From an optimization exercise on the open Yosys and OpenROAD flow, aimed at small area and a short achievable clock period; shortcuts taken in it are not production practice. The RTL was checked by simulation tests, not by an equivalence proof against the original design. In every run shown here, the design's own scripts or RTL, not TritonCTS, make the clock network. The clock input has no modelled driver; a real chip could not lean on it and would need a root buffer or a full tree. Power and IR drop assume default switching activity.

--- flow/config.mk ---
export PLATFORM = sky130hd
export DESIGN_NAME = jtag_pdi_sniffer
export DESIGN_NICKNAME = jtag_pdi_sniffer
export VERILOG_FILES = /design/flow/design.v
export SDC_FILE = /design/flow/constraint.sdc
export NUM_CORES = 4
export LEC_CHECK = 0
export CAP_MARGIN = 20
export CORE_MARGIN = 2
export CORE_UTILIZATION = 65
export PLACE_DENSITY = 0.75
export SETUP_SLACK_MARGIN = 4.6
export SLEW_MARGIN = 20
--- flow/constraint.sdc ---
create_clock -name core_clock -period 6.5 [get_ports {clk}]
set_input_delay 1.3000 -clock core_clock [delete_from_list [all_inputs] [get_ports {clk}]]
set_output_delay 1.3000 -clock core_clock [all_outputs]
set_load 0.01 [all_outputs]
--- flow/design.v ---
module jtag_pdi_sniffer (
    input  wire       clk,
    input  wire       rst,         
    input  wire       smp_valid,   
    input  wire       tms,
    input  wire       tdi,
    input  wire       tdo,
    output wire       out_valid,
    output wire [7:0] out_data,
    output wire       pdi_err
);
    localparam [3:0] S_RESET      = 4'hF,
                     S_IDLE       = 4'hC,
                     S_SELECT_DR  = 4'h7,
                     S_CAPTURE_DR = 4'h6,
                     S_SHIFT_DR   = 4'h2,
                     S_EXIT1_DR   = 4'h1,
                     S_PAUSE_DR   = 4'h3,
                     S_EXIT2_DR   = 4'h0,
                     S_UPDATE_DR  = 4'h5,
                     S_SELECT_IR  = 4'h4,
                     S_CAPTURE_IR = 4'hE,
                     S_SHIFT_IR   = 4'hA,
                     S_EXIT1_IR   = 4'h9,
                     S_PAUSE_IR   = 4'hB,
                     S_EXIT2_IR   = 4'h8,
                     S_UPDATE_IR  = 4'hD;
    reg sv, st, si, so, rr;
    always @(posedge clk) begin
        sv <= smp_valid;
        st <= tms;
        si <= tdi;
        so <= tdo;
        rr <= rst;
    end
    reg [3:0]  tap;
    reg        ir_id;      
    reg        ir_pdi;     
    reg [3:0]  irs;
    reg [31:0] dri;
    reg [31:22] dro;
    reg        par_w;      
    reg        par_r;      
    reg [3:0] tap_next;
    always @(*) begin
        case (tap)
            S_RESET:      tap_next = st ? S_RESET     : S_IDLE;
            S_IDLE:       tap_next = st ? S_SELECT_DR : S_IDLE;
            S_SELECT_DR:  tap_next = st ? S_SELECT_IR : S_CAPTURE_DR;
            S_CAPTURE_DR: tap_next = st ? S_EXIT1_DR  : S_SHIFT_DR;
            S_SHIFT_DR:   tap_next = st ? S_EXIT1_DR  : S_SHIFT_DR;
            S_EXIT1_DR:   tap_next = st ? S_UPDATE_DR : S_PAUSE_DR;
            S_PAUSE_DR:   tap_next = st ? S_EXIT2_DR  : S_PAUSE_DR;
            S_EXIT2_DR:   tap_next = st ? S_UPDATE_DR : S_SHIFT_DR;
            S_UPDATE_DR:  tap_next = st ? S_SELECT_DR : S_IDLE;
            S_SELECT_IR:  tap_next = st ? S_RESET     : S_CAPTURE_IR;
            S_CAPTURE_IR: tap_next = st ? S_EXIT1_IR  : S_SHIFT_IR;
            S_SHIFT_IR:   tap_next = st ? S_EXIT1_IR  : S_SHIFT_IR;
            S_EXIT1_IR:   tap_next = st ? S_UPDATE_IR : S_PAUSE_IR;
            S_PAUSE_IR:   tap_next = st ? S_EXIT2_IR  : S_PAUSE_IR;
            S_EXIT2_IR:   tap_next = st ? S_UPDATE_IR : S_SHIFT_IR;
            S_UPDATE_IR:  tap_next = st ? S_SELECT_DR : S_IDLE;
            default:      tap_next = st ? S_SELECT_DR : S_IDLE;
        endcase
    end
    wire commit = sv && (tap == S_UPDATE_DR);
    reg  iev;              
    reg  pev;              
    always @(posedge clk) begin
        iev <= commit && ir_id;
        pev <= commit && ir_pdi;
        if (rr) begin
            tap    <= S_RESET;
            ir_id  <= 1'b1;
            ir_pdi <= 1'b0;
            irs    <= 4'h0;
            dri    <= 32'h0;
            dro    <= 10'h0;
            par_w  <= 1'b0;
            par_r  <= 1'b0;
        end else if (sv) begin
            case (tap)
                S_RESET: begin
                    ir_id  <= 1'b1;
                    ir_pdi <= 1'b0;
                end
                S_SHIFT_DR: begin
                    dri   <= {si, dri[31:1]};
                    dro   <= {so, dro[31:23]};
                    par_w <= par_w ^ dri[31] ^ dri[22];
                    par_r <= par_r ^ dro[31] ^ dro[22];
                end
                S_SHIFT_IR:  irs <= {si, irs[3:1]};
                S_UPDATE_IR: begin
                    ir_id  <= (irs == 4'h3);
                    ir_pdi <= (irs == 4'h7);
                end
                default: ;
            endcase
            tap <= tap_next;
        end
    end
    reg        idl;        
    reg        rd;         
    reg        big;        
    reg        lds;        
    reg        cap;        
    reg [1:0]  arg;        
    reg [2:0]  kc;         
    reg [23:0] acc;        
    localparam [1:0] P_NONE = 2'd0, P_DEC = 2'd1, P_LD = 2'd2, P_CLR = 2'd3;
    reg [31:0] rg;
    reg [1:0]  ph;
    reg [1:0]  pop;        
    reg        pa;         
    reg        bw;         
    wire       enz = |rg;  
    wire       bad = rd ? par_r : par_w;
    wire [7:0] b   = rd ? dro[29:22] : dri[29:22];
    wire       act = (pop != P_NONE) && (pa || ph == 2'd0);
    wire       bin = (ph == 2'd0) || bw;
    reg  [7:0] ldb;
    always @(*) begin
        case (ph)
            2'd0:    ldb = dri[29:22];
            2'd1:    ldb = acc[7:0];
            2'd2:    ldb = acc[15:8];
            default: ldb = acc[23:16];
        endcase
    end
    reg  [7:0] nb;
    always @(*) begin
        if (!act)
            nb = rg[7:0];
        else case (pop)
            P_DEC:   nb = rg[7:0] - {7'd0, bin};
            P_LD:    nb = (ph <= arg) ? ldb : 8'd0;
            default: nb = 8'd0;
        endcase
    end
    always @(posedge clk) begin
        rg   <= {nb, rg[31:8]};
        ph   <= ph + 2'd1;
        bw   <= bin && (rg[7:0] == 8'd0);
        pa   <= act && ph != 2'd3;
        if (act && ph == 2'd3)
            pop <= P_NONE;
        if (rr) begin
            idl <= 1'b1;
            rd  <= 1'b0;
            big <= 1'b0;
            lds <= 1'b0;
            cap <= 1'b0;
            pop <= P_CLR;
            pa  <= 1'b0;
        end else if (pev) begin
            if (bad) begin
                idl <= 1'b1;
                rd  <= 1'b0;
                big <= 1'b0;
                lds <= 1'b0;
                cap <= 1'b0;
                if (big) pop <= P_CLR;
            end else if (idl) begin
                case (b[7:4])
                    4'h0: begin idl <= 1'b0; lds <= 1'b1; end   
                    4'h1: begin idl <= 1'b0; rd <= 1'b1; big <= 1'b1; end  
                    4'h2: begin idl <= 1'b0; end  
                    4'h3: begin idl <= 1'b0; big <= 1'b1; end  
                    4'h4: begin idl <= 1'b0; rd <= 1'b1; end  
                    4'h5: begin idl <= 1'b0; cap <= 1'b1; end  
                    4'h6: begin idl <= 1'b0; end  
                    4'h7: begin idl <= 1'b0; end  
                    4'hF: ;                                    
                    default: begin idl <= 1'b0; rd <= 1'b1; end  
                endcase
            end else begin
                if (kc != 3'd0) begin
                end else if (big && enz) begin
                    pop <= P_DEC;
                end else begin
                    if (cap) begin
                        pop <= P_LD;
                        cap <= 1'b0;
                    end
                    if (lds) begin
                        rd  <= 1'b1;
                        lds <= 1'b0;
                    end else begin
                        idl <= 1'b1;
                        rd  <= 1'b0;
                        big <= 1'b0;
                    end
                end
            end
        end
    end
    reg [2:0] kc_cmd;
    always @(*) begin
        case (b[7:4])
            4'h0:    kc_cmd = {1'b0, b[3:2]};                            
            4'h2:    kc_cmd = {1'b0, b[3:2]} + {1'b0, b[1:0]} + 3'd1;    
            4'h1, 4'h3, 4'h5:
                     kc_cmd = {1'b0, b[1:0]};                            
            4'h7:    kc_cmd = 3'd7;                                      
            default: kc_cmd = 3'd0;
        endcase
    end
    always @(posedge clk) begin
        if (pev && !bad) begin
            if (idl) begin
                arg <= b[1:0];
                kc  <= kc_cmd;
            end else if (kc != 3'd0) begin
                kc <= kc - 3'd1;
                if (cap) acc <= {acc[15:0], b};
            end else begin
                kc <= {1'b0, arg};
            end
        end
    end
    wire pdi_byte = pev && !bad && !idl;
    reg [2:0] es;          
    reg       pd;          
    reg       pdr;         
    reg       ov;
    reg       perr;
    reg [7:0] od;
    always @(posedge clk) begin
        if (rr)
            es <= 3'd0;
        else if (iev)
            es <= 3'd4;
        else if (pdi_byte)
            es <= 3'd1;
        else if (es != 3'd0)
            es <= es - 3'd1;
        if (iev) begin
            pd <= 1'b0;
        end else if (pdi_byte) begin
            pd  <= 1'b1;
            pdr <= rd;
        end
        ov   <= !rst && !rr && (iev || pdi_byte || es != 3'd0);
        perr <= !rst && !rr && pev && bad;
        if (iev)
            od <= 8'h10;
        else if (pdi_byte)
            od <= 8'h11;
        else case (es)
            3'd4:    od <= dri[31:24];
            3'd3:    od <= dri[23:16];
            3'd2:    od <= dri[15:8];
            default: od <= pd ? (pdr ? dro[29:22] : dri[29:22]) : dri[7:0];
        endcase
    end
    assign out_valid = ov;
    assign out_data  = od;
    assign pdi_err   = perr;
endmodule
--- flow/flow/run.sh ---
#!/bin/bash
# Standard ORFS layout, except that the clock tree is built by flow/pre_cts.tcl
# (a flat tree of four clock buffers) instead of TritonCTS.
set -euo pipefail
W=$(pwd)
export PRE_CTS_TCL="$W/flow/pre_cts.tcl"
bash standard.sh finish > "$W/orfs_flow.log" 2>&1
--- flow/flow/mcts.tcl ---
proc mcts_split {items idx parts} {
  set s [lsort -integer -index $idx $items]
  set n [llength $s]
  set per [expr {double($n) / $parts}]
  set out {}
  for {set k 0} {$k < $parts} {incr k} {
    lappend out [lrange $s [expr {int(round($k * $per))}] [expr {int(round(($k + 1) * $per)) - 1}]]
  }
  return $out
}

proc mcts_centre {items} {
  set sx 0; set sy 0
  foreach s $items { set sx [expr {$sx + [lindex $s 1]}]; set sy [expr {$sy + [lindex $s 2]}] }
  return [list [expr {int($sx / [llength $items])}] [expr {int($sy / [llength $items])}]]
}

proc mcts_buffer {name master x y innet outnet} {
  set block [ord::get_db_block]
  set m [[ord::get_db] findMaster $master]
  set inst [odb::dbInst_create $block $m $name]
  $inst setLocation $x $y
  $inst setPlacementStatus PLACED
  [$inst findITerm A] connect $innet
  [$inst findITerm X] connect $outnet
  return $inst
}

proc manual_cts {cols rows leaf {top ""}} {
  set block [ord::get_db_block]
  set clknet [$block findNet clk]
  set sinks {}
  foreach it [$clknet getITerms] {
    set bb [[$it getInst] getBBox]
    lappend sinks [list $it [expr {([$bb xMin] + [$bb xMax]) / 2}] [expr {([$bb yMin] + [$bb yMax]) / 2}]]
  }
  set groups {}
  foreach col [mcts_split $sinks 1 $cols] {
    foreach g [mcts_split $col 2 $rows] { lappend groups $g }
  }
  set nl [llength $groups]
  if {$top eq ""} {
    set tops [list]
    for {set i 0} {$i < $nl} {incr i} { lappend tops [list $i] }
  } else {
    # groups are column-major; consecutive groups are neighbours
    set per [expr {$nl / 4}]
    set tops [list]
    for {set t 0} {$t < 4} {incr t} {
      set l {}
      for {set j 0} {$j < $per} {incr j} { lappend l [expr {$t * $per + $j}] }
      lappend tops $l
    }
  }
  set t 0
  foreach tl $tops {
    if {$top eq ""} {
      set drvnet $clknet
    } else {
      set drvnet [odb::dbNet_create $block "mclknet_t$t"]
      $drvnet setSigType CLOCK
      set pts {}
      foreach i $tl { lappend pts [concat [list x] [mcts_centre [lindex $groups $i]]] }
      set c [mcts_centre $pts]
      mcts_buffer "mclkbuf_t$t" $top [lindex $c 0] [lindex $c 1] $clknet $drvnet
    }
    foreach i $tl {
      set g [lindex $groups $i]
      set net [odb::dbNet_create $block "mclknet_$i"]
      $net setSigType CLOCK
      foreach s $g { set it [lindex $s 0]; $it disconnect; $it connect $net }
      set c [mcts_centre $g]
      mcts_buffer "mclkbuf_$i" $leaf [lindex $c 0] [lindex $c 1] $drvnet $net
    }
    incr t
  }
  puts "manual_cts: [llength $sinks] sinks, $nl leaf buffers ($leaf), top buffers: [expr {$top eq "" ? 0 : 4}] ($top)"
}
--- flow/flow/pre_cts.tcl ---
# Replace TritonCTS with a small balanced clock tree: the clock port drives
# four buffers, each driving two leaf buffers, each driving the registers of
# one region (see mcts.tcl).
source [file join [file dirname [info script]] mcts.tcl]
manual_cts 4 2 sky130_fd_sc_hd__buf_12 sky130_fd_sc_hd__buf_8
rename clock_tree_synthesis orig_clock_tree_synthesis
proc clock_tree_synthesis {args} {
  puts "clock_tree_synthesis: replaced by the manual clock tree"
  set_propagated_clock [all_clocks]
}
--- flow/standard.sh ---
#!/bin/bash
# synth_recipe.tcl (not shown) runs the flow's synth.tcl, then flattens the netlist and writes it again
# the make line also repeats each setting of config.mk as NAME=value (left out here)
make -C /OpenROAD-flow-scripts/flow DESIGN_CONFIG=/design/flow/config.mk WORK_HOME=/design/flow/orfs CLKGATE_MAP_FILE= SYNTH_SCRIPT=/design/flow/synth_recipe.tcl "${@:-finish}"
==> results of run 1 <==
==> repair_timing <==
action	in CTS	in global routing
gates resized for setup	64	35
hold buffers	0	0
setup buffers	7	6
cloned	1	1
hold endpoints to repair	0	0
setup endpoints to repair	68	49
pin swaps	2	10
==> metal layers <==
layer	share of wire [%]	global-route usage [%]	vias up
li1	-	-	2341
met1	44	35.8	2286
met2	47	42.2	148
met3	5.3	1.31	30
met4	3.3	7.80	0
met5	0	0	-
==> layout by cell type, fill, tap and decap left out, types with 4 or more instances in the layout <==
cell / n
nand2_1: 127
dfxtp_1: 101
a21oi_1: 72
nor2_1: 39
edfxtp_1: 30
o21ai_0: 20
inv_1: 19
ha_1: 16
nand3_1: 14
dfxtp_2: 14
a31oi_1: 12
buf_4: 12
mux2i_1: 11
o21ai_1: 10
a22oi_1: 10
buf_12: 9
buf_6: 9
a222oi_1: 8
o211ai_1: 8
nor4_1: 7
nor3_1: 5
nor2b_1: 5
o22ai_1: 5
clkdlybuf4s50_1: 5
buf_8: 5
nand2b_1: 4
a32oi_1: 4
==> cell families (layout without fill, tap and decap cells) <==
logic type / after synthesis / count (layout) / share of synthesized area (%)
mux: 21 / 21 / 3.64
simple gates: 233 / 235 / 17.0
fa+ha+maj: 20 / 20 / 4.19
buf+inv: 62 / 65 / 3.88
flops: 148 / 148 / 53.0
compound gates: 175 / 175 / 17.8
xor+xnor: 3 / 3 / 0.427
==> registers in the layout, summed over array words and instances, names as in the netlist, 2 cells and up <==
register	flops
dri	32
rg	32
acc	24
dro	10
od	8
irs	4
tap	4
es	3
kc	3
arg	2
ph	2
pop	2
==> worst min path at each step <==
| stage | startpoint | endpoint | slack, ns | cells past startpoint |
|---|---|---|---|---|
| after floorplan | rg[8]$_DFF_P_ | rg[0]$_DFF_P_ | 0.33 | 0 |
| after global placement | rg[20]$_DFF_P_ | rg[12]$_DFF_P_ | 0.33 | 0 |
| after detailed placement | rg[30]$_DFF_P_ | rg[22]$_DFF_P_ | 0.34 | 0 |
| after CTS | rg[11]$_DFF_P_ | rg[3]$_DFF_P_ | 0.33 | 0 |
| after global routing | rg[21]$_DFF_P_ | rg[13]$_DFF_P_ | 0.36 | 0 |
| final | rg[12]$_DFF_P_ | rg[4]$_DFF_P_ | 0.34 | 0 |
==> stage by stage <==
step                      instances  setup WS (ns)  power, mW
final                           778           4.52       1.66
after global routing            778           4.50       1.72
after CTS                       771           4.52       1.67
after detailed placement        751           3.80       1.13
after global placement          751           3.86       1.13
after floorplan                 662           4.58       1.10
==> where the power goes <==
part           internal [mW]  switching (mW)
combinational         0.0558          0.0880
clock                  0.263           0.277
sequential             0.951          0.0297
total                   1.27           0.394
==> cell type report <==
cell class | count | area (um2)
inverters | 22 | 85.1
flip-flops and latches | 148 | 3290
multi-input cells | 454 | 2820
fillers | 681 | 2350
repair buffers | 31 | 292
well taps | 111 | 139
plain buffers | 12 | 220
==> results.json, run 1 <==
{
  "status": "complete, no violations",
  "synth_top_area_share_pct": 38.4,
  "max_freq_mhz": 506,
  "ant_nets": 0,
  "synth_area_leaders": "dfxtp_1 (38%), edfxtp_1 (15%), nand2_1 (7.9%), a21oi_1 (6.1%), ha_1 (3.9%)",
  "hold_slack_ns": 0.343,
  "hold_path.class": "reg2reg",
  "path_max_fanout": 1,
  "n_antenna_cell": 0,
  "r2r_setup_slack_ns": 4.57,
  "reg2reg_depth": 9,
  "cp_cell_sequence": "buf_2",
  "relSlewSlack_pct": 50.7,
  "grt-ovfl-total": 0,
  "power_per_cell_area_nw_per_um2": 243,
  "crit_slowest_cell": "dfxtp_1",
  "path_class": "reg2out",
  "syn-cell-area_um2": 6150,
  "crit_family": "flip-flops",
  "clk_latency_ns": 0.24,
  "final_util_pct": 74.5,
  "skew_ns": 0.0184,
  "fin_crit_ns": 1.98,
  "ioPinCount": 16,
  "synth_cell_type_count": 58,
  "synth_top_area_cell": "dfxtp_1",
  "cp_data_arrival_time_ns": 0.68,
  "grt_antenna_before_repair": 0,
  "vias_per_cell": 6.18,
  "grt_usage_pct": 25.3,
  "yosys-top-cells-count": "nand2_1 (129), dfxtp_1 (118), a21oi_1 (75), nor2_1 (40), clkbuf_1 (34)",
  "synth_edf_count": 30,
  "setup_viol": 0,
  "synthFlopType": "dfxtp_1",
  "area_growth_pct": 11.3,
  "gp_congestion": 0.853,
  "syn_inst": 662,
  "cpPeakStageDelay_ns": 0.32,
  "r2r_end": "rg[31]$_DFF_P_",
  "dpl-instance-area_um2": 6350,
  "drv_slew": 0,
  "hpwlAfterDp_um": 8740,
  "synth-seq-area-share_pct": 53.0,
  "vdd_ir_drop_max_mv": 0.199,
  "cp-start-kind": "flop",
  "leakagePower_nw": 2.47,
  "hold_violations": 0,
  "cp.required_ns": 5.20,
  "wire_per_inst_um": 16.9,
  "yosysWarnings": 1,
  "die_w_um": 101,
  "grt_pass1_wl_um": 21100,
  "tightestPinTransition_ns": 0.739,
  "port_buffers": 15,
  "synth_area_per_cell_um2": 9.29,
  "synth_most_common_cell": "nand2_1",
  "drive_gt1_share_pct": 15.1,
  "drtIter0Drc": 366,
  "nets": 695,
  "maxCapViolations": 0,
  "crit_path_end": "out_data[5]",
  "rows": 35,
  "grt_max_degree": 69,
  "path_clk_slew_ns": 0.08,
  "syn_nets": 688,
  "die_h_um": 101,
  "die-area_um2": 10300,
  "routed_wl_um": 13200,
  "end_kind": "primary output",
  "fin_area_um2": 6850,
  "fin_setup_tns_ns": 0,
  "r2r_start": "ph[1]$_DFF_P_",
  "crit_start": "od[5]$_SDFF_PP0_",
  "ys_ff_latch": 148,
  "drc": 0,
  "dr.pass1.iters": 5,
  "core_area_um2": 9200,
  "fin_crit_sh_pct": 30.4,
  "critPathBufInv": 1,
  "vias": 4805,
  "grt_pass1_vias": 4389,
  "start_util_pct": 66.9,
  "rsz0062_at_grt": "yes",
  "synthArstFlopShare_pct": 0,
  "worstSetupPathDepth": 1
}
==> run 2: changes to the inputs <==
--- a/flow/design.v
+++ b/flow/design.v
@@ -65,10 +65,12 @@
     end
     wire commit = sv && (tap == S_UPDATE_DR);
     reg  iev;              
+    reg  pcm;              
     reg  pev;              
     always @(posedge clk) begin
         iev <= commit && ir_id;
-        pev <= commit && ir_pdi;
+        pcm <= commit && ir_pdi;
+        pev <= pcm;
         if (rr) begin
             tap    <= S_RESET;
             ir_id  <= 1'b1;
@@ -219,40 +221,32 @@
             end
         end
     end
-    wire pdi_byte = pev && !bad && !idl;
-    reg [2:0] es;          
-    reg       pd;          
-    reg       pdr;         
+    wire pdi_byte = pcm && !bad && !idl;
+    reg       e3, e2, e1, e0;    
+    reg       ep;                
     reg       ov;
     reg       perr;
     reg [7:0] od;
     always @(posedge clk) begin
-        if (rr)
-            es <= 3'd0;
-        else if (iev)
-            es <= 3'd4;
-        else if (pdi_byte)
-            es <= 3'd1;
-        else if (es != 3'd0)
-            es <= es - 3'd1;
-        if (iev) begin
-            pd <= 1'b0;
-        end else if (pdi_byte) begin
-            pd  <= 1'b1;
-            pdr <= rd;
-        end
-        ov   <= !rst && !rr && (iev || pdi_byte || es != 3'd0);
+        if (rr) begin
+            e3 <= 1'b0; e2 <= 1'b0; e1 <= 1'b0; e0 <= 1'b0;
+            ep <= 1'b0;
+        end else begin
+            e3 <= iev;
+            e2 <= e3;
+            e1 <= e2;
+            e0 <= e1;
+            ep <= pdi_byte;
+        end
+        ov   <= !rst && !rr && (iev || e3 || e2 || e1 || e0 || pdi_byte || ep);
         perr <= !rst && !rr && pev && bad;
-        if (iev)
-            od <= 8'h10;
-        else if (pdi_byte)
-            od <= 8'h11;
-        else case (es)
-            3'd4:    od <= dri[31:24];
-            3'd3:    od <= dri[23:16];
-            3'd2:    od <= dri[15:8];
-            default: od <= pd ? (pdr ? dro[29:22] : dri[29:22]) : dri[7:0];
-        endcase
+        od <= ({8{iev}}      & 8'h10)
+            | ({8{pdi_byte}} & 8'h11)
+            | ({8{e3}}       & dri[31:24])
+            | ({8{e2}}       & dri[23:16])
+            | ({8{e1}}       & dri[15:8])
+            | ({8{e0}}       & dri[7:0])
+            | ({8{ep}}       & b);
     end
     assign out_valid = ov;
     assign out_data  = od;
==> run 2 against run 1 <==
  * Critical path depth unchanged
  * Synthesized cell count decreased by 6.6%
  * Utilization rose by 0.071 points
  * Highest routed layer unchanged
  * Largest cell class unchanged
  * First-iteration DRC count is 13% lower
  * Still clean on timing, DRC and antenna
==> results.json, run 2 <==
{
  "clk_latency_ns": 0.24,
  "path_class": "reg2out",
  "critPathBufInv": 1,
  "synthFlopType": "dfxtp_1",
  "hold_violations": 0,
  "ant_nets": 0,
  "syn_inst": 618,
  "placed_cells": 710,
  "maxCapViolations": 0,
  "cpPeakStageDelay_ns": 0.32,
  "synth_cell_type_count": 53,
  "most-common-layout-cells": "nand2_1 (123), dfxtp_1 (109), a21oi_1 (67)",
  "switching_share_pct": 20.0,
  "synthArstFlopShare_pct": 0,
  "skew_ns": 0.0119,
  "ioPinCount": 16,
  "drc": 0,
  "grt_pass1_wl_um": 20900,
  "max_freq_mhz": 508,
  "area_growth_pct": 10.8,
  "gp_congestion": 0.898,
  "final_util_pct": 74.5,
  "wire_per_inst_um": 17.7,
  "cp-start-kind": "flop",
  "synth-seq-area-share_pct": 55.8,
  "yosysWarnings": 1,
  "fin_setup_tns_ns": 0,
  "vias_per_cell": 6.14,
  "power_per_cell_area_nw_per_um2": 235,
  "combPwrFrac_pct": 2.1,
  "clockPowerShare_pct": 35.4,
  "intPower_mw": 1.22,
  "grt-ovfl-total": 0,
  "synth_top_area_share_pct": 41.0,
  "grt_max_degree": 71,
  "n_antenna_cell": 0,
  "drtIter0Drc": 319,
  "setup_viol": 0,
  "relSlewSlack_pct": 51.5,
  "path_max_fanout": 1,
  "cp_data_arrival_time_ns": 0.67,
  "die-area_um2": 9800,
  "reg_top3": "dri (32), rg (32), acc (24)",
  "switchingPower_uw": 306,
  "syn_nets": 640,
  "dr.pass1.iters": 5,
  "core_area_um2": 8720,
  "grt_usage_pct": 25.8,
  "die_h_um": 99.0,
  "p_seq_share_pct": 62.5,
  "ys_ff_latch": 149,
  "synth_area_leaders": "dfxtp_1 (41%), edfxtp_1 (15%), nand2_1 (7.9%), a21oi_1 (5.7%), ha_1 (3.2%)",
  "layout_commonest_cell": "nand2_1",
  "crit_family": "flip-flops",
  "p_total_mw": 1.53,
  "yosys-top-cells-count": "nand2_1 (124), dfxtp_1 (120), a21oi_1 (67), o21ai_0 (32), edfxtp_1 (29)",
  "synth_area_per_cell_um2": 9.49,
  "crit_slowest_cell": "dfxtp_2",
  "syn-cell-area_um2": 5860,
  "end_kind": "primary output",
  "routed_wl_um": 12900,
  "hold_path.class": "reg2reg",
  "hpwlAfterDp_um": 8530,
  "fin_crit_sh_pct": 30.3,
  "vdd_ir_drop_max_mv": 0.240,
  "start_util_pct": 67.2,
  "synth_most_common_cell": "nand2_1",
  "synth_top_area_cell": "dfxtp_1",
  "fin_crit_ns": 1.97,
  "fin_cells": 730,
  "port_buffers": 15,
  "status": "complete, no violations",
  "die_w_um": 99.0,
  "path_clk_slew_ns": 0.08,
  "grt_pass1_vias": 4321,
  "vias": 4484,
  "drive_gt1_share_pct": 12.9,
  "nets": 646,
  "leakagePower_nw": 2.33,
  "grt_antenna_before_repair": 0,
  "fill_cells": 634,
  "rows": 34,
  "synth_edf_count": 29,
  "cp.required_ns": 5.20,
  "tightestPinTransition_ns": 0.728,
  "rsz0062_at_grt": "yes",
  "drv_slew": 0,
  "cp_cell_sequence": "buf_6"
}
run 2: changes by cell type in the layout (fill, tap and decap cells not counted), sizes merged, moves of 4 or more:
cell    before  now
o211ai       8    4
nor2        42   28
nand2      130  124
nand4        2    7
a21oi       75   67
and3         6    2
a22oi       11   17
mux2i       16    8
buf         38   34
a31oi       12    4
ha          19   15
run 2: final timing paths:
| check | start | to | slack [ns] | depth (start not counted) |
|---|---|---|---|---|
| setup / recovery | od[1]$_DFF_P_ | out_data[1] | 4.53 | 1 |
| hold / removal | rg[11]$_DFF_P_ | rg[3]$_DFF_P_ | 0.35 | 0 |
| setup reg to reg | rd$_SDFFE_PP0P_ | kc[1]$_DFFE_PP_ | 4.59 | 6 |
| hold reg to reg | rg[11]$_DFF_P_ | rg[3]$_DFF_P_ | 0.35 | 0 |
run 2: final cells by class:
type | instances | area [um2] | share of cell area, %
sequential | 149 | 3290 | 50.7
inverter | 21 | 78.8 | 1.21
tap | 108 | 135 | 2.08
multi-input combinational | 413 | 2540 | 39.1
timing repair buffer | 27 | 230 | 3.54
buffer | 12 | 220 | 3.39
run 2: what timing repair did:
action	CTS	global route
gates cloned	0	0
buffers inserted	4	4
setup endpoints to repair	44	46
pin swaps	1	4
hold buffers	0	0
resized for setup	53	31
run 2: power by group through the flow:
stage          sequential, mW  clock, mW  combinational [mW]
2_1_floorplan           0.971          0              0.0280
5_1_grt                 0.957      0.579              0.0364
3_3_place_gp            0.976          0              0.0299
4_1_cts                 0.955      0.549              0.0308
6_report                0.956      0.541              0.0320
3_5_place_dp            0.976          0              0.0310
run 2: kinds of logic after synthesis:
kind of cell / Yosys count / synth area share (%)
adder cells (fa/ha/maj): 16 / 3.54
AO/OA/AOI/OAI: 158 / 16.4
XOR/XNOR: 3 / 0.448
AND/OR/NAND/NOR: 225 / 17.7
flip-flops: 149 / 55.8
multiplexers: 11 / 2.07
buffers and inverters: 56 / 4.03
run 2: worst register-to-register path, stage by stage, from the launching register on:
cell	delay (ns)
dfxtp_4	0.45
buf_8	0.16
mux2i_4	0.27
fa_1	0.46
a211oi_2	0.19
a21oi_1	0.07
o22ai_1	0.15
run 2: metrics by stage:
step | setup slack, ns | hold WS [ns] | cell area (um2)
2_1_floorplan | 4.30 | 0.331 | 5920
3_3_place_gp | 4.38 | 0.336 | 6080
3_5_place_dp | 4.36 | 0.340 | 6080
4_1_cts | 4.51 | 0.353 | 6330
5_1_grt | 4.51 | 0.357 | 6500
6_report | 4.53 | 0.350 | 6500
run 2: metal layers:
metal	vias to the layer above	GRT usage, %	wire length (um)
met5	-	0	0
met4	0	7.48	404
met3	27	1.49	533
met2	123	43.1	6290
met1	2151	36.7	5680
li1	2183	-	-
==> run 3: changes to the inputs <==
--- a/flow/design.v
+++ b/flow/design.v
@@ -64,12 +64,10 @@
         endcase
     end
     wire commit = sv && (tap == S_UPDATE_DR);
-    reg  iev;              
-    reg  pcm;              
+    wire iev    = commit && ir_id;     
+    wire pcm    = commit && ir_pdi;    
     reg  pev;              
     always @(posedge clk) begin
-        iev <= commit && ir_id;
-        pcm <= commit && ir_pdi;
         pev <= pcm;
         if (rr) begin
             tap    <= S_RESET;
==> run 3 against run 2 <==
  * Highest routed layer unchanged
  * Combinational power is 2% lower
  * Maximum frequency is 0.25% higher
  * Via count down 1.5%
  * Utilization decreased by 0.95 points
  * Synthesized area down 1.5%
  * Sequential cell count shrank 2
  * First-iteration DRC count up 18%
  * Final area is 1.8% lower
  * Cell count decreased by 1.5%
==> results.json, run 3 <==
{
  "grt_max_degree": 47,
  "drv_slew": 0,
  "power_per_cell_area_nw_per_um2": 237,
  "layout_commonest_cell": "nand2_1",
  "fin_setup_tns_ns": 0,
  "die_h_um": 98.3,
  "grt_pass1_vias": 4083,
  "cp_cell_sequence": "buf_6",
  "hold_violations": 0,
  "hpwlAfterDp_um": 8310,
  "reg_top3": "dri (32), rg (32), acc (24)",
  "dpl-instance-area_um2": 5990,
  "leakagePower_nw": 2.33,
  "start_util_pct": 66.6,
  "p_total_mw": 1.52,
  "area_growth_pct": 10.6,
  "gp_congestion": 0.882,
  "core_area_um2": 8680,
  "fin_crit_sh_pct": 30.2,
  "drive_gt1_share_pct": 13.3,
  "vdd_ir_drop_max_mv": 0.242,
  "cp.required_ns": 5.20,
  "path_max_fanout": 1,
  "fin_area_um2": 6390,
  "tightestPinTransition_ns": 0.582,
  "seq_area_um2": 3260,
  "yosysWarnings": 1,
  "status": "complete, no violations",
  "ys_ff_latch": 147,
  "critPathBufInv": 1,
  "synth_cell_type_count": 55,
  "nets": 635,
  "die_w_um": 98.3,
  "crit_start": "perr$_DFF_P_",
  "drtIter0Drc": 377,
  "crit_slowest_cell": "dfxtp_2",
  "ant_nets": 0,
  "grt-ovfl-total": 0,
  "grt_antenna_before_repair": 0,
  "synth_top_area_share_pct": 40.9,
  "layout_setup_ws_ns": 4.53,
  "relSlewSlack_pct": 61.2,
  "path_class": "reg2out",
  "n_antenna_cell": 0,
  "grt_usage_pct": 24.9,
  "final_util_pct": 73.6,
  "hold_path.class": "reg2reg",
  "hp-start": "rg[16]$_DFF_P_",
  "synth_most_common_cell": "nand2_1",
  "vias_per_cell": 6.14,
  "setup_viol": 0,
  "cp-start-kind": "flop",
  "fill_cells": 665,
  "port_buffers": 15,
  "syn_nets": 626,
  "die-area_um2": 9660,
  "clk_latency_ns": 0.23,
  "r2r_start": "ph[0]$_DFF_P_",
  "wire_per_inst_um": 17.0,
  "multi_input_area_um2": 2480,
  "synth_edf_count": 29,
  "synth_top_area_cell": "dfxtp_1",
  "fin_crit_ns": 1.97,
  "rsz0062_at_grt": "yes",
  "synthArstFlopShare_pct": 0,
  "cp_data_arrival_time_ns": 0.67,
  "syn-cell-area_um2": 5780,
  "end_kind": "primary output",
  "max_freq_mhz": 509,
  "synth_area_per_cell_um2": 9.56,
  "cpPeakStageDelay_ns": 0.32,
  "path_clk_slew_ns": 0.07,
  "routed_wl_um": 12200,
  "crit_family": "flip-flops",
  "dp_slack_ns": 4.03,
  "maxCapViolations": 0,
  "syn_inst": 604,
  "yosys-top-cells-count": "nand2_1 (127), dfxtp_1 (118), a21oi_1 (63), clkbuf_1 (31), nor2_1 (31)",
  "synthFlopType": "dfxtp_1",
  "skew_ns": 0.0136,
  "drc": 0,
  "cts_hold_buf": 0,
  "rows": 34,
  "synth-seq-area-share_pct": 56.0,
  "dr.pass1.iters": 5,
  "ioPinCount": 16,
  "vias": 4415,
  "most-common-layout-cells": "nand2_1 (126), dfxtp_1 (107), a21oi_1 (63)",
  "synth_area_leaders": "dfxtp_1 (41%), edfxtp_1 (15%), nand2_1 (8.3%), a21oi_1 (5.5%), ha_1 (3.2%)",
  "grt_pass1_wl_um": 20000
}
==> run 3: changes by cell type after synthesis, sizes merged, moves of 4 or more <==
cell	delta
buf	-8
clkbuf	+6
mux2i	+5
nand3	-5
a21oi	-4
and2	-4
nand2	+4
nor2	+4
o211ai	-4
==> run 3: per-layer routing <==
metal / part of all wire, % / routed length, um / vias up / GRT usage [%]
li1: - / - / 2146 / -
met1: 45 / 5500 / 2111 / 36.8
met2: 46 / 5660 / 133 / 40.0
met3: 5.1 / 626 / 25 / 1.22
met4: 3.6 / 444 / 0 / 8.01
met5: 0 / 0 / - / 0
==> run 3: repair_timing <==
item                                    CTS  global route
endpoints found under the hold margin     0             0
pin swaps                                 5             3
buffers inserted                          6             3
endpoints found under the setup margin   54            40
gates resized for setup                  62            26
gates cloned                              1             0
==> run 3: final timing paths <==
check              endpoint  slack (ns)  cells after the start
max                 pdi_err        4.53                      1
min           rg[8]$_DFF_P_        0.35                      0
max reg2reg  rg[31]$_DFF_P_        4.59                     10
min reg2reg   rg[8]$_DFF_P_        0.35                      0
==> run 3: cell families after synthesis <==
family          share of synthesized area [%]
buf+inv                                  3.53
simple gates                             17.0
flops                                    56.0
compound gates                           16.7
mux                                      2.71
xor+xnor                                0.455
fa+ha+maj                                3.60
==> run 3: final cells by class <==
type | instances | share of cell area, %
well taps | 108 | 2.12
multi-input cells | 405 | 38.8
flip-flops and latches | 147 | 51.0
inverters | 20 | 1.21
repair buffers | 27 | 3.41
plain buffers | 12 | 3.45
==> run 3: report_power, final <==
part	switching [mW]	leakage (nW)	internal, mW	total [mW]
registers	0.0141	1.17	0.933	0.947
logic	0.0169	1.06	0.0144	0.0314
clock network	0.274	0.105	0.263	0.537
total	0.305	2.33	1.21	1.52
==> run 3: through the flow <==
step                      instances  hold slack (ns)
final                           719            0.351
after global routing            719            0.357
after CTS                       716            0.343
after detailed placement        697            0.338
after global placement          697            0.337
after floorplan                 604            0.331
==> run 4: changes to the inputs <==
--- a/flow/config.mk
+++ b/flow/config.mk
@@ -9,5 +9,5 @@
 export CORE_MARGIN = 2
 export CORE_UTILIZATION = 65
 export PLACE_DENSITY = 0.75
-export SETUP_SLACK_MARGIN = 4.6
+export SETUP_SLACK_MARGIN = 4.45
 export SLEW_MARGIN = 20
==> run 4 against run 3 <==
  * Global-route usage is 0.59 points higher
  * Worst setup slack worse by 0.061 ns
  * Sequential share of layout area is 1.1 points higher
  * Die area stayed put
  * Maximum frequency is 3.0% lower
  * Combinational power is 4% higher
  * Sequential cell count stayed put
==> results.json, run 4 <==
{
  "r2r_setup_slack_ns": 4.47,
  "hpwlAfterDp_um": 8580,
  "crit_start": "rd$_SDFFE_PP0P_",
  "die_h_um": 98.3,
  "synth_area_per_cell_um2": 9.56,
  "max_freq_mhz": 494,
  "drive_gt1_share_pct": 10.4,
  "fin_setup_tns_ns": 0,
  "synthArstFlopShare_pct": 0,
  "syn_inst": 604,
  "grt_pass1_wl_um": 20400,
  "core_area_um2": 8680,
  "syn_nets": 626,
  "grt_max_degree": 57,
  "dpl-instance-area_um2": 5980,
  "synth_most_common_cell": "nand2_1",
  "most-common-layout-cells": "nand2_1 (127), dfxtp_1 (111), a21oi_1 (63)",
  "hold_path.class": "reg2reg",
  "hold_slack_ns": 0.330,
  "cp_cell_sequence": "mux2i_1 > ha_1 > fa_1 > nand2_1 > a31oi_1 > o22ai_1",
  "grt_usage_pct": 25.5,
  "r2r_start": "rd$_SDFFE_PP0P_",
  "rsz0062_at_grt": "yes",
  "cp_data_arrival_time_ns": 1.99,
  "yosysWarnings": 1,
  "r2r_end": "kc[1]$_DFFE_PP_",
  "path_class": "reg2reg",
  "area_growth_pct": 7.95,
  "power_per_cell_area_nw_per_um2": 243,
  "p_seq_share_pct": 62.5,
  "fin_area_um2": 6230,
  "synth_top_area_share_pct": 40.9,
  "layout_commonest_cell": "nand2_1",
  "switching_share_pct": 20.0,
  "ys_ff_latch": 147,
  "start_util_pct": 66.6,
  "fin_crit_sh_pct": 31.2,
  "p_total_mw": 1.51,
  "grt_antenna_before_repair": 0,
  "wire_per_inst_um": 17.3,
  "vdd_ir_drop_max_mv": 0.247,
  "syn-cell-area_um2": 5780,
  "ant_nets": 0,
  "combPwrFrac_pct": 2.1,
  "die-area_um2": 9660,
  "cpPeakStageDelay_ns": 0.52,
  "routed_wl_um": 12300,
  "crit_slowest_cell": "dfxtp_2",
  "final_util_pct": 71.8,
  "intPower_mw": 1.21,
  "synth-seq-area-share_pct": 56.0,
  "path_clk_slew_ns": 0.08,
  "synthFlopType": "dfxtp_1",
  "port_buffers": 15,
  "grt_pass1_vias": 4082,
  "layout_setup_ws_ns": 4.47,
  "path_max_fanout": 11,
  "placed_cells": 697,
  "vias_per_cell": 6.14,
  "yosys-top-cells-count": "nand2_1 (127), dfxtp_1 (118), a21oi_1 (63), clkbuf_1 (31), nor2_1 (31)",
  "hold_violations": 0,
  "synth_edf_count": 29,
  "leakagePower_nw": 2.29,
  "ioPinCount": 16,
  "drtIter0Drc": 492,
  "clockPowerShare_pct": 35.4,
  "nets": 629,
  "crit_family": "adder cells",
  "rows": 34,
  "dp_slack_ns": 3.73,
  "drv_slew": 0,
  "worstSetupPathDepth": 6,
  "skew_ns": 0.0222,
  "clk_latency_ns": 0.24,
  "synth_cell_type_count": 55,
  "relSlewSlack_pct": 61.5,
  "cp-start-kind": "flop",
  "switchingPower_uw": 303,
  "synth_top_area_cell": "dfxtp_1",
  "grt-ovfl-total": 0,
  "critPathBufInv": 0,
  "fin_cells": 713,
  "dr.pass1.iters": 5,
  "hp-start": "rg[11]$_DFF_P_",
  "synth_area_leaders": "dfxtp_1 (41%), edfxtp_1 (15%), nand2_1 (8.3%), a21oi_1 (5.5%), ha_1 (3.2%)",
  "vias": 4378,
  "cp.required_ns": 6.46,
  "fin_crit_ns": 2.03,
  "setup_viol": 0,
  "maxCapViolations": 0,
  "n_antenna_cell": 0,
  "die_w_um": 98.3,
  "gp_congestion": 0.850,
  "cts_hold_buf": 0,
  "end_kind": "flop",
  "reg2reg_depth": 6,
  "crit_path_end": "kc[1]$_DFFE_PP_",
  "tightestPinTransition_ns": 0.577,
  "reg_top3": "dri (32), rg (32), acc (24)",
  "drc": 0,
  "status": "complete, no violations"
}
==> run 4: cell type report <==
| class | instances | area [um2] |
|---|---|---|
| multi-input combinational | 405 | 2410 |
| buffer | 12 | 220 |
| inverter | 20 | 75.1 |
| timing repair buffer | 21 | 145 |
| tap | 108 | 135 |
| sequential | 147 | 3250 |
| fill | 657 | 2440 |
==> run 4: what timing repair did <==
action | in CTS | in global routing
gates cloned | 1 | 0
pin swaps | 2 | 0
resized for setup | 50 | 10
setup endpoints to repair | 48 | 25
buffers inserted | 2 | 1
hold endpoints to repair | 0 | 0
==> run 4: worst min-delay path by stage <==
stage                                 to  slack, ns  cells after the start
after CTS                  rg[3]$_DFF_P_       0.33                      0
after global routing       rg[3]$_DFF_P_       0.35                      0
after detailed placement  rg[12]$_DFF_P_       0.34                      0
final                      rg[3]$_DFF_P_       0.33                      0
after floorplan            rg[0]$_DFF_P_       0.33                      0
after global placement    rg[12]$_DFF_P_       0.33                      0
==> run 4: power groups by stage <==
stage                     clock [mW]  sequential (mW)  combinational (mW)
after floorplan                    0            0.960              0.0277
after global placement             0            0.965              0.0307
after detailed placement           0            0.966              0.0326
after CTS                      0.550            0.946              0.0326
after global routing           0.575            0.947              0.0365
final                          0.536            0.946              0.0325
==> run 4: cells by family (layout without fill, tap and decap cells) <==
group           after synthesis  in the layout  synth area share, %
flops                       147            147                 56.0
buf+inv                      53             53                 3.53
xor+xnor                      3              3                0.455
simple gates                218            219                 17.0
mux                          15             15                 2.71
fa+ha+maj                    16             16                 3.60
compound gates              152            152                 16.7
==> run 4: per-layer routing <==
layer,share of wire [%],wire length (um),global-route usage [%],vias up
met2,47,5740,40.6,132
li1,-,-,-,2134
met1,46,5610,38.8,2089
met3,4.7,581,1.29,23
met4,3.1,378,6.53,0
met5,0,0,0,-
==> run 5: changes to the inputs <==
--- a/flow/config.mk
+++ b/flow/config.mk
@@ -9,5 +9,5 @@
 export CORE_MARGIN = 2
 export CORE_UTILIZATION = 65
 export PLACE_DENSITY = 0.75
-export SETUP_SLACK_MARGIN = 4.45
+export SETUP_SLACK_MARGIN = 4.5
 export SLEW_MARGIN = 20
==> run 5 against run 4 <==
  * Worst setup slack gained 0.057 ns
  * Routed wire length fell by 0.32%
  * Synthesized area is the same
  * Final area is 0.84% higher
  * Critical path depth down 5
  * Synthesized cell count unchanged
  * Combinational power shrank 2%
  * Sequential share of layout area is 0.38 points lower
  * Critical endpoint is now out_data[7]
==> results.json, run 5 <==
{
  "status": "complete, no violations",
  "seq_area_um2": 3250,
  "grt_pass1_vias": 4093,
  "n_antenna_cell": 0,
  "nets": 632,
  "hold_slack_ns": 0.345,
  "synth-seq-area-share_pct": 56.0,
  "fill_cells": 674,
  "path_clk_slew_ns": 0.07,
  "rsz0062_at_grt": "yes",
  "routed_wl_um": 12300,
  "hpwlAfterDp_um": 8600,
  "yosys-top-cells-count": "nand2_1 (127), dfxtp_1 (118), a21oi_1 (63), clkbuf_1 (31), nor2_1 (31)",
  "setup_viol": 0,
  "ioPinCount": 16,
  "max_freq_mhz": 508,
  "synth_area_per_cell_um2": 9.56,
  "drive_gt1_share_pct": 10.9,
  "vdd_ir_drop_max_mv": 0.244,
  "critPathBufInv": 1,
  "cp-start-kind": "flop",
  "synth_edf_count": 29,
  "syn_inst": 604,
  "fin_crit_sh_pct": 30.3,
  "dr.pass1.iters": 5,
  "synth_area_leaders": "dfxtp_1 (41%), edfxtp_1 (15%), nand2_1 (8.3%), a21oi_1 (5.5%), ha_1 (3.2%)",
  "leakagePower_nw": 2.30,
  "synthFlopType": "dfxtp_1",
  "grt_pass1_wl_um": 19900,
  "vias": 4376,
  "grt_max_degree": 52,
  "die_h_um": 98.3,
  "path_max_fanout": 1,
  "start_util_pct": 66.6,
  "drtIter0Drc": 373,
  "hold_path.class": "reg2reg",
  "tightestPinTransition_ns": 0.546,
  "ys_ff_latch": 147,
  "relSlewSlack_pct": 63.3,
  "synth_top_area_share_pct": 40.9,
  "reg_top3": "dri (32), rg (32), acc (24)",
  "multi_input_area_um2": 2440,
  "cp_cell_sequence": "buf_2",
  "drc": 0,
  "grt-ovfl-total": 0,
  "grt_antenna_before_repair": 0,
  "synth_cell_type_count": 55,
  "yosysWarnings": 1,
  "crit_family": "flip-flops",
  "syn_nets": 626,
  "skew_ns": 0.0143,
  "vias_per_cell": 6.11,
  "die_w_um": 98.3,
  "grt_usage_pct": 25.0,
  "syn-cell-area_um2": 5780,
  "fin_setup_tns_ns": 0,
  "ant_nets": 0,
  "synthArstFlopShare_pct": 0,
  "fin_crit_ns": 1.97,
  "cp_data_arrival_time_ns": 0.67,
  "clk_latency_ns": 0.23,
  "die-area_um2": 9660,
  "synth_top_area_cell": "dfxtp_1",
  "drv_slew": 0,
  "end_kind": "primary output",
  "layout_commonest_cell": "nand2_1",
  "synth_most_common_cell": "nand2_1",
  "maxCapViolations": 0,
  "cpPeakStageDelay_ns": 0.32,
  "core_area_um2": 8680,
  "cp.required_ns": 5.20,
  "hold_violations": 0,
  "gp_congestion": 0.890,
  "most-common-layout-cells": "nand2_1 (127), dfxtp_1 (110), a21oi_1 (63)",
  "rows": 34,
  "power_per_cell_area_nw_per_um2": 240,
  "crit_slowest_cell": "dfxtp_2",
  "area_growth_pct": 8.86,
  "port_buffers": 15,
  "path_class": "reg2out",
  "wire_per_inst_um": 17.1
}
[run 5: cell types whose count changed in the layout (fill, tap and decap cells not counted), moves of 2 or more]
cell	change
o21ai_0	-2
buf_4	+3
o21ai_1	+2
inv_2	-2
[run 5: final timing paths]
| kind | start | slack, ns | depth (start not counted) | endpoint |
|---|---|---|---|---|
| worst max-delay path | od[7]$_DFF_P_ | 4.53 | 1 | out_data[7] |
| worst min register to register | rg[27]$_DFF_P_ | 0.34 | 0 | rg[19]$_DFF_P_ |
| worst min-delay path | rg[27]$_DFF_P_ | 0.34 | 0 | rg[19]$_DFF_P_ |
| worst max register to register | ph[0]$_DFF_P_ | 4.54 | 7 | rg[30]$_DFF_P_ |
[run 5: final cells by class]
class | count | area share (%)
flip-flops and latches | 147 | 51.7
well taps | 108 | 2.15
plain buffers | 12 | 3.50
inverters | 20 | 1.23
repair buffers | 24 | 2.67
multi-input cells | 405 | 38.7
[run 5: logic make-up after synthesis]
| kind of cell | share of synthesized area, % |
|---|---|
| fa+ha+maj | 3.60 |
| flops | 56.0 |
| xor+xnor | 0.455 |
| compound gates | 16.7 |
| simple gates | 17.0 |
| buf+inv | 3.53 |
| mux | 2.71 |
[run 5: repair_timing]
action | 4_1_cts | 5_1_grt
pin swaps | 1 | 3
buffers inserted | 3 | 3
hold buffers | 0 | 0
gates resized for setup | 51 | 14
setup endpoints to repair | 53 | 38
cloned | 1 | 0
[run 5: metal layers]
metal / wire (um) / global-route usage, %
met5: 0 / 0
met4: 435 / 8.64
met3: 612 / 1.22
met2: 5680 / 40.5
met1: 5530 / 36.3
[run 5: metrics by stage]
| step | cell area, um2 | worst slack [ns] | power, mW | util (%) | instances |
|---|---|---|---|---|---|
| after floorplan | 5810 | 4.47 | 0.987 | - | 604 |
| after global placement | 5980 | 4.16 | 0.996 | 69.0 | 697 |
| after detailed placement | 5980 | 4.05 | 0.997 | 69.0 | 697 |
| after CTS | 6220 | 4.50 | 1.52 | 71.7 | 713 |
| after global routing | 6290 | 4.49 | 1.55 | 72.4 | 716 |
| final | 6290 | 4.53 | 1.51 | 72.4 | 716 |
[run 5: power breakdown]
part / switching, mW / leakage (nW) / internal (mW) / total, mW
clock: 0.269 / 0.105 / 0.263 / 0.532
combinational: 0.0173 / 1.03 / 0.0144 / 0.0317
sequential: 0.0130 / 1.16 / 0.934 / 0.947
total: 0.299 / 2.30 / 1.21 / 1.51
==> run 6: changes to the inputs <==
==> flow/flow/pre_cts.tcl (replaced) <==
# Replace TritonCTS with a small balanced clock tree: the clock port drives
# four buffers, each driving two leaf buffers, each driving the registers of
# one region (see mcts.tcl).
source [file join [file dirname [info script]] mcts.tcl]
manual_cts 4 2 sky130_fd_sc_hd__buf_8 sky130_fd_sc_hd__buf_8
rename clock_tree_synthesis orig_clock_tree_synthesis
proc clock_tree_synthesis {args} {
  puts "clock_tree_synthesis: replaced by the manual clock tree"
  set_propagated_clock [all_clocks]
}
--- a/flow/config.mk
+++ b/flow/config.mk
@@ -7,7 +7,7 @@
 export LEC_CHECK = 0
 export CAP_MARGIN = 20
 export CORE_MARGIN = 2
-export CORE_UTILIZATION = 65
-export PLACE_DENSITY = 0.75
+export CORE_UTILIZATION = 78
+export PLACE_DENSITY = 0.85
 export SETUP_SLACK_MARGIN = 4.5
 export SLEW_MARGIN = 20
==> run 6 against run 5 <==
  * Utilization increased by 14 points
  * Synthesized area did not move
  * Maximum frequency shrank 2.7%
  * Global-route usage is 7.0 points higher
  * Sequential share of layout area grew 0.24 points
  * Final area is 0.24% lower
  * Clock skew shrank 0.00058 ns
  * Register-to-register slack got worse by 0.06 ns
  * Power fell by 4.5%
  * Sequential power about the same
==> results.json, run 6 <==
{
  "status": "complete, no violations",
  "synth_edf_count": 29,
  "fin_crit_sh_pct": 31.1,
  "intPower_mw": 1.15,
  "ioPinCount": 16,
  "grt_antenna_before_repair": 1,
  "vdd_ir_drop_max_mv": 0.230,
  "synth_most_common_cell": "nand2_1",
  "synth_top_area_cell": "dfxtp_1",
  "grt_pass1_vias": 4342,
  "maxCapViolations": 0,
  "vias_per_cell": 6.51,
  "synthArstFlopShare_pct": 0,
  "power_per_cell_area_nw_per_um2": 230,
  "dpl-instance-area_um2": 5970,
  "reg_top3": "dri (32), rg (32), acc (24)",
  "max_freq_mhz": 494,
  "cp_cell_sequence": "mux2i_1 > ha_1 > fa_1 > nand2_1 > a31oi_1 > o22ai_1",
  "fin_area_um2": 6270,
  "vias": 4596,
  "clockPowerShare_pct": 32.2,
  "die-area_um2": 8110,
  "nets": 631,
  "path_class": "reg2reg",
  "p_total_mw": 1.44,
  "routed_wl_um": 13300,
  "hold_path.class": "reg2reg",
  "fin_setup_tns_ns": 0,
  "switchingPower_uw": 291,
  "gp_congestion": 0.910,
  "relSlewSlack_pct": 52.2,
  "r2r_start": "rd$_SDFFE_PP0P_",
  "die_w_um": 90.1,
  "hold_violations": 0,
  "ys_ff_latch": 147,
  "clk_latency_ns": 0.24,
  "syn-cell-area_um2": 5780,
  "fin_crit_ns": 2.02,
  "layout_commonest_cell": "nand2_1",
  "path_clk_slew_ns": 0.10,
  "syn_nets": 626,
  "yosysWarnings": 1,
  "wire_per_inst_um": 18.8,
  "hpwlAfterDp_um": 8920,
  "drtIter0Drc": 492,
  "synth-seq-area-share_pct": 56.0,
  "start_util_pct": 80.1,
  "die_h_um": 90.1,
  "hold_end": "rg[3]$_DFF_P_",
  "ant_nets": 0,
  "p_seq_share_pct": 65.9,
  "path_max_fanout": 10,
  "cp_data_arrival_time_ns": 2.10,
  "syn_inst": 604,
  "r2r_setup_slack_ns": 4.48,
  "cpPeakStageDelay_ns": 0.45,
  "yosys-top-cells-count": "nand2_1 (127), dfxtp_1 (118), a21oi_1 (63), clkbuf_1 (31), nor2_1 (31)",
  "cp.required_ns": 6.58,
  "core_area_um2": 7210,
  "combPwrFrac_pct": 2.0,
  "switching_share_pct": 20.2,
  "rsz0062_at_grt": "yes",
  "grt_max_degree": 70,
  "grt-ovfl-total": 0,
  "cp-start-kind": "flop",
  "end_kind": "flop",
  "grt_pass1_wl_um": 21100,
  "dr.pass1.iters": 8,
  "area_growth_pct": 8.60,
  "reg2reg_depth": 6,
  "setup_viol": 0,
  "most-common-layout-cells": "nand2_1 (127), dfxtp_1 (108), a21oi_1 (63)",
  "synth_cell_type_count": 55,
  "rows": 31,
  "port_buffers": 15,
  "whs_path_depth": 0,
  "drc": 0,
  "tightestPinTransition_ns": 0.716,
  "drv_slew": 0,
  "layout_setup_ws_ns": 4.48,
  "synth_area_leaders": "dfxtp_1 (41%), edfxtp_1 (15%), nand2_1 (8.3%), a21oi_1 (5.5%), ha_1 (3.2%)",
  "skew_ns": 0.0137,
  "synth_top_area_share_pct": 40.9,
  "leakagePower_nw": 2.29,
  "synthFlopType": "dfxtp_1",
  "grt_usage_pct": 32.0,
  "drive_gt1_share_pct": 11.7,
  "n_antenna_cell": 0,
  "crit_slowest_cell": "dfxtp_4",
  "synth_area_per_cell_um2": 9.56,
  "hp-start": "rg[11]$_DFF_P_",
  "r2r_end": "kc[1]$_DFFE_PP_",
  "dp_slack_ns": 4.09
}
[run 6: cell count changes in the layout (fill, tap and decap cells not counted), moves of 2 or more]
cell / change
dfxtp_4: +2
buf_6: +4
buf_8: +8
dfxtp_1: -2
buf_12: -8
buf_2: -3
buf_4: -2
[run 6: kinds of logic after synthesis]
family / count (synthesis) / synth area share [%]
flops: 147 / 56.0
fa+ha+maj: 16 / 3.60
xor+xnor: 3 / 0.455
mux: 15 / 2.71
simple gates: 218 / 17.0
compound gates: 152 / 16.7
buf+inv: 53 / 3.53
[run 6: final cells by class]
type / count / area (um2)
tap: 99 / 124
multi-input combinational: 405 / 2450
timing repair buffer: 23 / 183
inverter: 20 / 77.6
buffer: 12 / 180
sequential: 147 / 3260
fill: 378 / 942
[run 6: worst max path at each step]
stage | slack, ns | to | cells after the start | start
final | 4.48 | kc[1]$_DFFE_PP_ | 6 | rd$_SDFFE_PP0P_
after global placement | 4.17 | acc[19]$_DFFE_PP_ | 3 | rd$_SDFFE_PP0P_
after global routing | 4.43 | kc[1]$_DFFE_PP_ | 6 | rd$_SDFFE_PP0P_
after floorplan | 4.47 | rg[30]$_DFF_P_ | 9 | ph[0]$_DFF_P_
after detailed placement | 4.09 | acc[20]$_DFFE_PP_ | 3 | rd$_SDFFE_PP0P_
after CTS | 4.50 | par_w$_SDFFE_PP0P_ | 5 | sv$_DFF_P_
[run 6: stage by stage]
step                cells  hold WS, ns  util (%)
floorplan             604        0.331         -
global placement      687        0.333      82.7
detailed placement    687        0.339      82.7
CTS                   702        0.347      85.4
global route          706        0.348      86.9
finish                706        0.347      86.9
[run 6: critical path, delay by kind of cell (launching register included)]
| kind | cells | cell delay [ns] |
|---|---|---|
| fa+ha+maj | 2 | 0.68 |
| simple gates | 1 | 0.08 |
| compound gates | 2 | 0.24 |
| mux | 1 | 0.41 |
| flops | 1 | 0.45 |
[run 6: metal layers]
metal,track usage [%],wire length [um]
met1,41.7,5070
met2,53.1,6390
met3,4.11,1060
met4,15.8,762
met5,0,13
[run 6: power by group through the flow]
stage / sequential [mW] / clock (mW) / combinational (mW)
2_1_floorplan: 0.960 / 0 / 0.0277
3_3_place_gp: 0.970 / 0 / 0.0253
3_5_place_dp: 0.971 / 0 / 0.0275
4_1_cts: 0.949 / 0.470 / 0.0276
5_1_grt: 0.952 / 0.501 / 0.0311
6_report: 0.950 / 0.464 / 0.0284
[run 6: timing repair]
| item | in CTS | in global routing |
|---|---|---|
| hold buffers | 0 | 0 |
| endpoints found under the setup margin | 52 | 20 |
| gates cloned | 1 | 0 |
| gates resized for setup | 53 | 23 |
| pin swaps | 1 | 5 |
| setup buffers | 2 | 4 |
==> run 7: changes to the inputs <==
--- a/flow/config.mk
+++ b/flow/config.mk
@@ -7,7 +7,8 @@
 export LEC_CHECK = 0
 export CAP_MARGIN = 20
 export CORE_MARGIN = 2
-export CORE_UTILIZATION = 78
-export PLACE_DENSITY = 0.85
+export CORE_UTILIZATION = 72
+export PLACE_DENSITY = 0.8
 export SETUP_SLACK_MARGIN = 4.5
 export SLEW_MARGIN = 20
+export TNS_END_PERCENT = 5
==> run 7 against run 6 <==
  * First-iteration DRC count decreased by 9.1%
  * Sequential share of layout area grew 0.27 points
  * Clock power about the same
  * Clock skew about the same
  * Maximum frequency is 3.4% lower
  * Hold slack improved by 0.0073 ns
  * Synthesized cell count unchanged
  * Utilization down 7.0 points
  * Worst setup slack lost 0.072 ns
  * Sequential power fell by 0.4%
  * Largest power group unchanged
  * Highest routed layer is now met4
==> results.json, run 7 <==
{
  "grt_antenna_before_repair": 1,
  "drive_gt1_share_pct": 8.64,
  "die-area_um2": 8750,
  "crit_slowest_cell": "dfxtp_2",
  "rows": 32,
  "leakagePower_nw": 2.24,
  "crit_family": "adder cells",
  "power_per_cell_area_nw_per_um2": 233,
  "nets": 626,
  "ant_nets": 0,
  "synth_cell_type_count": 55,
  "status": "complete, no violations",
  "cp_data_arrival_time_ns": 2.24,
  "hold_violations": 0,
  "synthFlopType": "dfxtp_1",
  "relSlewSlack_pct": 67.4,
  "cp-start-kind": "flop",
  "dr.pass1.iters": 6,
  "start_util_pct": 74.4,
  "yosys-top-cells-count": "nand2_1 (127), dfxtp_1 (118), a21oi_1 (63), clkbuf_1 (31), nor2_1 (31)",
  "max_freq_mhz": 477,
  "drtIter0Drc": 447,
  "synth_top_area_cell": "dfxtp_1",
  "clk_latency_ns": 0.24,
  "ys_ff_latch": 147,
  "synth_area_leaders": "dfxtp_1 (41%), edfxtp_1 (15%), nand2_1 (8.3%), a21oi_1 (5.5%), ha_1 (3.2%)",
  "die_w_um": 93.6,
  "synth_most_common_cell": "nand2_1",
  "grt_pass1_wl_um": 20300,
  "tightestPinTransition_ns": 0.488,
  "hpwlAfterDp_um": 8580,
  "synth_top_area_share_pct": 40.9,
  "dp_slack_ns": 4.09,
  "maxCapViolations": 0,
  "vias": 4468,
  "syn-cell-area_um2": 5780,
  "rsz0062_at_grt": "yes",
  "synth-seq-area-share_pct": 56.0,
  "port_buffers": 15,
  "cts_hold_buf": 0,
  "drv_slew": 0,
  "fin_cells": 704,
  "synth_edf_count": 29,
  "fin_crit_ns": 2.09,
  "n_antenna_cell": 0,
  "grt_pass1_vias": 4195,
  "fin_crit_sh_pct": 32.2,
  "setup_viol": 0,
  "yosysWarnings": 1,
  "cp_cell_sequence": "inv_2 > ha_2 > or2_4 > ha_4 > ha_2 > nor2b_2 > a32o_1 > a32o_1",
  "fin_setup_tns_ns": 0,
  "end_kind": "flop",
  "grt-ovfl-total": 0,
  "reg_top3": "dri (32), rg (32), acc (24)",
  "most-common-layout-cells": "nand2_1 (127), dfxtp_1 (112), a21oi_1 (63)",
  "vdd_ir_drop_max_mv": 0.239,
  "hold_path.class": "reg2reg",
  "synthArstFlopShare_pct": 0,
  "layout_setup_ws_ns": 4.41,
  "placed_cells": 691,
  "path_class": "reg2reg",
  "syn_nets": 626,
  "synth_area_per_cell_um2": 9.56,
  "critPathBufInv": 1,
  "core_area_um2": 7770,
  "grt_max_degree": 47,
  "area_growth_pct": 7.45,
  "ioPinCount": 16,
  "grt_usage_pct": 28.9,
  "path_clk_slew_ns": 0.11,
  "wire_per_inst_um": 17.5,
  "routed_wl_um": 12300,
  "cp.required_ns": 6.64,
  "die_h_um": 93.6,
  "layout_commonest_cell": "nand2_1",
  "syn_inst": 604,
  "skew_ns": 0.0142,
  "final_util_pct": 79.9,
  "path_max_fanout": 10,
  "gp_congestion": 0.909,
  "cpPeakStageDelay_ns": 0.38,
  "vias_per_cell": 6.35,
  "drc": 0
}
## run 7: changes by cell type in the layout (fill, tap and decap cells not counted), moves of 2 or more
cell             previous run  this run
buf_2                       7         0
clkdlybuf4s15_1             0         5
clkdlybuf4s15_2             0         5
dfxtp_4                     5         0
buf_4                       7         3
buf_6                       4         0
dfxtp_1                   108       112
nor4_1                      7         9
## run 7: kinds of logic after synthesis
kind of cell | after synthesis | share of synthesized area, %
AO/OA/AOI/OAI | 152 | 16.7
adder cells (fa/ha/maj) | 16 | 3.60
multiplexers | 15 | 2.71
XOR/XNOR | 3 | 0.455
flip-flops | 147 | 56.0
buffers and inverters | 53 | 3.53
AND/OR/NAND/NOR | 218 | 17.0
## run 7: final cells by class
type	count	area (um2)
flip-flops and latches	147	3240
well taps	102	128
multi-input cells	405	2400
plain buffers	12	180
repair buffers	18	179
inverters	20	75.1
fillers	510	1560
## run 7: worst reg2reg max path, delay by kind of cell (launching register included)
family	cells	cell delay, ns
AO/OA/AOI/OAI	2	0.52
adder cells (fa/ha/maj)	3	0.60
AND/OR/NAND/NOR	2	0.43
flip-flops	1	0.38
buffers and inverters	1	0.07
## run 7: power by group
| group | total [mW] | internal [mW] | leakage, nW | switching (mW) |
|---|---|---|---|---|
| logic | 0.0310 | 0.0141 | 0.983 | 0.0170 |
| registers | 0.946 | 0.934 | 1.16 | 0.0128 |
| clock network | 0.466 | 0.205 | 0.0890 | 0.261 |
## run 7: final timing paths
path	start	end	slack, ns	cells past startpoint
max	ph[0]$_DFF_P_	rg[30]$_DFF_P_	4.41	8
min	rg[27]$_DFF_P_	rg[19]$_DFF_P_	0.35	0
max reg2reg	ph[0]$_DFF_P_	rg[30]$_DFF_P_	4.41	8
min reg2reg	rg[27]$_DFF_P_	rg[19]$_DFF_P_	0.35	0
## run 7: metal layers
layer | wire length (um) | global-route usage [%]
met5 | 0 | 0
met4 | 536 | 11.2
met3 | 807 | 2.98
met2 | 5770 | 47.0
met1 | 5200 | 40.2
## run 7: per-stage QoR
stage | hold WS, ns | total power [mW] | cell area (um2)
finish | 0.354 | 1.44 | 6210
global route | 0.363 | 1.48 | 6210
CTS | 0.357 | 1.45 | 6190
detailed placement | 0.340 | 0.998 | 5980
global placement | 0.335 | 0.996 | 5980
floorplan | 0.331 | 0.987 | 5810
## run 7: timing repair
| action | 4_1_cts | 5_1_grt |
|---|---|---|
| pin swaps | 1 | 0 |
| resized for setup | 32 | 5 |
| setup buffers | 0 | 0 |
| setup endpoints to repair | 52 | 51 |
| cloned | 1 | 0 |

==> static timing again, ports no longer ideal <==
The results above use ideal ports. As a check the final layouts listed here were re-extracted and re-timed, cells and wires unchanged.
Step 1 (the two cells are an assumption about what drives the block):
set clk [get_ports {clk}]
set_driving_cell -lib_cell sky130_fd_sc_hd__clkbuf_16 $clk
set_driving_cell -lib_cell sky130_fd_sc_hd__buf_2 [delete_from_list [all_inputs] $clk]
Step 2, shift: input delay + t, output delay - t, t = (earliest + latest rising clock arrival at the registers) / 2. This alone moves slack from input paths to output paths.
Slacks: ideal / step 1 / step 2; pairs: ideal / step 1.
| run | t (ns) | setup slack, ns | hold WS [ns] |
|---|---|---|---|
| run 1 | 0.302 | 4.522 / 4.451 / 4.370 | 0.343 / 0.343 / 0.343 |
| run 2 | 0.308 | 4.530 / 4.452 / 4.383 | 0.350 / 0.350 / 0.350 |
| run 3 | 0.300 | 4.535 / 4.463 / 4.586 | 0.351 / 0.351 / 0.351 |
| run 4 | 0.301 | 4.474 / 4.450 / 4.380 | 0.330 / 0.331 / 0.331 |
| run 5 | 0.298 | 4.531 / 4.458 / 4.341 | 0.345 / 0.345 / 0.345 |
| run 6 | 0.298 | 4.478 / 4.449 / 4.281 | 0.347 / 0.347 / 0.347 |
| run 7 | 0.307 | 4.405 / 4.336 / 4.357 | 0.354 / 0.354 / 0.354 |
After both steps every run listed still meets setup and hold. For run 6, which loses most, drivers alone change the setup slack by -0.029 ns; drivers and shift together by -0.197 ns.
